What follows belongs to an exercise in optimizing a design on an open flow for small area; a production flow would make more cautious choices.
Function was checked by simulation only, so behaviour that the tests miss may differ from the original.

==> inputs of v15 <==
// ecb
module ecb (
    input  wire        clk,
    input  wire        rst,         
    input  wire        in_valid,
    input  wire [7:0]  in_data,
    input  wire        in_last,
    output wire        in_ready,
    output reg         done,
    output reg  [3:0]  status,
    output reg  [63:0] rdata
);
clock: 10.0 ns
lec_check: 0
abc_area: 1
cap_margin: 20
core_margin: 2
core_utilization: 40
slew_margin: 20
standard.sh (not shown) runs the stock make flow with config.mk's settings and CLKGATE_MAP_FILE= SYNTH_SCRIPT=/design/flow/synth_recipe.tcl, a recipe that flattens the netlist after the stock synthesis.
==> flow/flow/run.sh <==
#!/bin/bash
# The standard ORFS layout (the standard.sh) with these changes:
#  - every input and output port is still buffered, with the smallest buffer cell;
#  - clock tree synthesis uses small buffers, fixed sink clustering and no dummy loads.
set -euo pipefail
export BUFFER_PORTS_ARGS="-buffer_cell sky130_fd_sc_hd__buf_1"
export CTS_ARGS="-sink_clustering_enable -repair_clock_nets -buf_list sky130_fd_sc_hd__clkbuf_4 -sink_clustering_size 12 -sink_clustering_max_diameter 45 -dont_use_dummy_load"
bash standard.sh > standard_flow.log 2>&1
==> inputs of v17, as changes to v15 <==
--- a/flow/design.v
+++ b/flow/design.v
@@ -74,16 +74,16 @@
     endfunction
     function [3:0] cpos;
         input [3:0] o;
         case (o)
             O_BLD, O_BLDT:  cpos = 4'd6;
             O_STA:          cpos = 4'd2;
-            O_SETTH:        cpos = 4'd3;
+            O_SETTH:        cpos = 4'd5;
             O_INIT:         cpos = 4'd8;
             O_SMP:          cpos = 4'd9;
-            default:        cpos = 4'd10;
+            default:        cpos = 4'd3;
         endcase
     endfunction
     wire       stg  = (k != 5'd0) && (op[3:2] != 2'b00);
     wire [3:0] tpos = cpos(op) - k[3:0];
     assign in_ready = !pend && !run && (!stg || ph == tpos);
     wire accept = in_valid && in_ready;
@@ -107,13 +107,13 @@
         rn     = 4'd1;
         rsrc   = 8'd0;
         rring  = 2'd0;
         rfromr = 1'b0;
         case (b1)
             8'h00: rsrc = {4'd0, status};
-            8'h01: begin rfromr = 1'b1; rring = 2'd3; rq = 4'd3; end
+            8'h01: begin rfromr = 1'b1; rring = 2'd3; rq = 4'd1; end
             8'h10: begin rfromr = 1'b1; rq = 4'd5; end
             8'h11: begin rsrc = csum_b; rn = 4'd8; end              
             8'h12: begin rsrc = {7'd0, fa_m[7]}; rq = 4'd7; end
             8'h13: begin rfromr = (cnt == 4'd0); rsrc = {4'd0, fa_m[3:0]}; rq = 4'd6; rn = 4'd2; end
             8'h20: begin rsrc = built ? 8'hA0 : 8'h00; rq = 4'd4; end
             8'h21: begin rsrc = {7'd0, built}; rq = 4'd4; end
@@ -141,15 +141,15 @@
             8'h42: rsrc = {7'd0, base_valid};
             8'h43: begin rfromr = 1'b1; rring = 2'd2; rq = 4'd0; rn = 4'd8; end
             8'h44: begin rfromr = 1'b1; rring = 2'd2; rq = 4'd8; rn = 4'd8; end
             8'h45: rsrc = {7'd0, delta_valid};
             8'h46: rsrc = {7'd0, wrap_rx};
             8'h47: rsrc = {7'd0, wrap_tx};
-            8'h50: begin rfromr = 1'b1; rring = 2'd3; rq = 4'd2; end
-            8'h51: begin rfromr = 1'b1; rring = 2'd3; rq = 4'd1; end
-            8'h52: begin rfromr = 1'b1; rring = 2'd3; rq = 4'd0; end
+            8'h50: begin rfromr = 1'b1; rring = 2'd3; rq = 4'd0; end
+            8'h51: begin rfromr = 1'b1; rring = 2'd3; rq = 4'd3; end
+            8'h52: begin rfromr = 1'b1; rring = 2'd3; rq = 4'd2; end
             8'h53: rsrc = {7'd0, th_valid};
             8'h54: begin rsrc = {6'd0, fa_m[5:4]}; rq = 4'd7; end
             8'h55: begin rsrc = {7'd0, fa_m[6]};   rq = 4'd7; end
             default: rok = 1'b0;
         endcase
     end
@@ -226,23 +226,38 @@
     wire [11:0] acc_base = run ? ((ph == 4'd0) ? 12'h0A1 : acc)
                                : ((k == 5'd2) ? 12'd0 : acc);    
     wire [7:0]  acc_add  = run ? sum[7:0] : in_data;
     wire [11:0] acc_nx   = acc_base + {4'd0, acc_add};
     wire vok_c = (b1 == 8'd11) && (acc != 12'd0) && veq;
     wire okst  = vok_c && cmp_dec;
-    wire [7:0]  u2  = sg_m;
-    wire [7:0]  u3  = rdata[63:56];
-    wire [7:0]  u4  = rr_c1;
+    wire [7:0]  u2  = rr_m;               
+    wire [7:0]  u3  = rdata[63:56];       
+    wire [7:0]  u4  = sg[15:8];           
     wire [10:0] ue  = {u2[6:0], u3[7:4]};
+    wire        u_nan   = (ue == 11'h7FF) && mnz;
+    wire        u_zero  = (ue == 11'd0) && !mnz;
+    wire        u_neg   = u2[7] && !u_zero;
     wire        u_big   = ue[10] && (ue[9:3] != 7'd0 || ue[2:0] == 3'd7);
     wire        u_small = !ue[10] && (ue[9:0] != 10'h3FF);
-    wire [10:0] u_load  = u_small ? 11'd0 : u_big ? 11'h0FF :
-                          {3'd6 - ue[2:0], 1'b1, u3[3:0], u4[7:5]};
-    wire        u_lt    = !sum[8];                           
-    wire        u_neg   = cmp_dec && !(veq && !mnz);         
-    wire [1:0]  u_cls   = u_neg ? 2'd0 : {cmp_lt, wrx};
+    wire [7:0]  um      = {1'b1, u3[3:0], u4[7:5]};
+    reg  [7:0]  ux;
+    always @(*) begin
+        case (ue[2:0])
+            3'd7: ux = {7'd0, um[7]};
+            3'd0: ux = {6'd0, um[7:6]};
+            3'd1: ux = {5'd0, um[7:5]};
+            3'd2: ux = {4'd0, um[7:4]};
+            3'd3: ux = {3'd0, um[7:3]};
+            3'd4: ux = {2'd0, um[7:2]};
+            3'd5: ux = {1'd0, um[7:1]};
+            default: ux = um;
+        endcase
+        if (u_small)
+            ux = 8'd0;
+    end
+    wire        u_lt = acc[8] || (!acc[9] && !sum[8]);    
     wire ctr_x  = xe && (op == O_INIT || op == O_SMP);
     wire [7:0] bs_in = ctr_x ? stage_main : (clr ? 8'd0 : bs_m);
     wire [7:0] dl_in = ctr_x ? ((op == O_SMP) ? sum[7:0] : 8'd0) : (clr ? 8'd0 : dl_m);
     reg  [7:0] fa_wm, fa_wd;       
     always @(*) begin
         fa_wm = 8'h00;
@@ -267,21 +282,21 @@
                         fa_wm = 8'hFF; fa_wd = okst ? stage_main : 8'd0;
                     end
                 end
                 O_CLS:
                     if (ph == 4'd7) begin
                         fa_wm = b1[0] ? 8'h70 : 8'h40;
-                        fa_wd = {1'b0, b1[0], u_cls, 4'd0};
+                        fa_wd = {1'b0, b1[0], cmp_lt, wrx, 4'd0};
                     end
                 default: ;
             endcase
         end
     end
     wire [7:0] fa_in = (fa_wm & fa_wd) | (~fa_wm & (clr ? 8'd0 : fa_m));
-    wire th_fw = run && !ok && (ph[1:0] == 2'b11);        
-    wire th_we = th_fw || (xe && (op == O_SETTH) && (ph[3:2] == 2'b00 && ph[1:0] != 2'b11));
+    wire th_fw = run && !ok && (ph[1:0] == 2'b01);        
+    wire th_we = th_fw || (xe && (op == O_SETTH) && (ph == 4'd2 || ph == 4'd3 || ph == 4'd4));
     reg  [7:0] fbit;
     always @(*) begin
         case (fcode)
             4'd1: fbit = 8'h01;
             4'd2: fbit = 8'h02;
             4'd3: fbit = 8'h04;
@@ -393,33 +408,26 @@
                             wrap_tx <= !sum[8];
                     end
                     O_SETTH:
                         if (ph == 4'd0)
                             th_valid <= 1'b1;
                     O_CLS: begin
-                        if (ph == 4'd8) begin
-                            acc     <= {1'b0, u_load};
-                            cmp_dec <= u2[7];                    
-                            veq     <= (ue == 11'd0);
-                            bad_opc <= (ue == 11'h7FF);
-                            mnz     <= (|u3[3:0]) || (|u4);
-                        end
-                        if (ph[3] && ph != 4'd8 && acc[10:8] != 3'd0)
-                            acc <= {1'b0, acc[10:8] - 3'd1, 1'b0, acc[7:1]};
-                        if (ph == 4'd0) begin
+                        if (ph[3:1] == 3'b101 || ph[3:2] == 2'b11)
+                            mnz <= ((ph == 4'd10) ? 1'b0 : mnz) | (|stage_main);
+                        if (ph == 4'd0)
+                            mnz <= mnz | (|stage_main[3:0]);
+                        if (ph == 4'd1) begin
+                            nanf   <= b1[0] && u_nan;
+                            acc    <= {2'b00, u_big, u_neg, ux};
                             cmp_lt <= 1'b1;
-                            wrx    <= !u_lt;
+                            wrx    <= 1'b1;
                         end
-                        if ((ph == 4'd1 || ph == 4'd2) && u_lt) begin
-                            cmp_lt <= 1'b0;
-                            wrx    <= (ph == 4'd1);
+                        if ((ph == 4'd2 || ph == 4'd3 || ph == 4'd4) && u_lt) begin
+                            cmp_lt <= (ph == 4'd2);
+                            wrx    <= (ph == 4'd3);
                         end
-                        if (ph != 4'd0 && ph[3:2] == 2'b00 || ph == 4'd4 || ph == 4'd5)
-                            mnz <= mnz || (|stage_main);
-                        if (ph == 4'd5)
-                            nanf <= b1[0] && bad_opc && (mnz || (|stage_main));
                     end
                     default: ;
                 endcase
             end
         end
     end
==> flow/flow/run.sh (replaced) <==
#!/bin/bash
# The standard ORFS layout (the standard.sh) with these changes:
#  - every input and output port is still buffered, with the smallest buffer cell;
#  - clock tree synthesis uses fixed sink clustering and no dummy loads;
#  - after global routing, cells on paths with slack are downsized (power recovery).
set -euo pipefail
export BUFFER_PORTS_ARGS="-buffer_cell sky130_fd_sc_hd__buf_1"
export CTS_ARGS="-sink_clustering_enable -repair_clock_nets -buf_list sky130_fd_sc_hd__clkbuf_8 -sink_clustering_size 18 -sink_clustering_max_diameter 50 -dont_use_dummy_load"
export RECOVER_POWER=100
bash standard.sh > standard_flow.log 2>&1
==> results_dict.tcl <==
set metrics [dict create \
    clk_share_pct 2.55 \
    n_all_inverters 202 \
    synth_sequential_area_ratio_pct 64.4 \
    outcome "finished clean" \
    post_synth_mux_area_share_pct 0.0521 \
    grt_pass1_wl_um 88300 \
    clkbuf_count 71 \
]
The numbers above come from v15.

==> results_dict.tcl <==
set metrics [dict create \
    outcome "finished with violations" \
    check-failures "max-capacitance violations, max-slew violations" \
    finalMaxSlewViolations 30 \
    cap_violations 1 \
]
The numbers above come from v17.

re-timing with driven ports:
No port has a modelled driver above. Below, the same layouts with a new extraction and two added sets of constraints. Step 1: set_driving_cell puts a clkbuf_16 on clk and a buf_2 on each other input, an assumption about the parent block. Step 2 also shifts input and output timing later by t, the mid clock arrival at the registers, as if the neighbouring blocks saw the same clock. Slacks: no drivers / after step 1 / after step 2; pairs: no drivers / after step 1.
run | shift t [ns] | slack for setup (ns) | latest minus earliest clock arrival (ns)
v15 | 0.839 | 3.678 / 3.678 / 3.678 | 0.078 / 0.077
v17 | 0.669 | 3.396 / 3.396 / 3.396 | 0.091 / 0.091
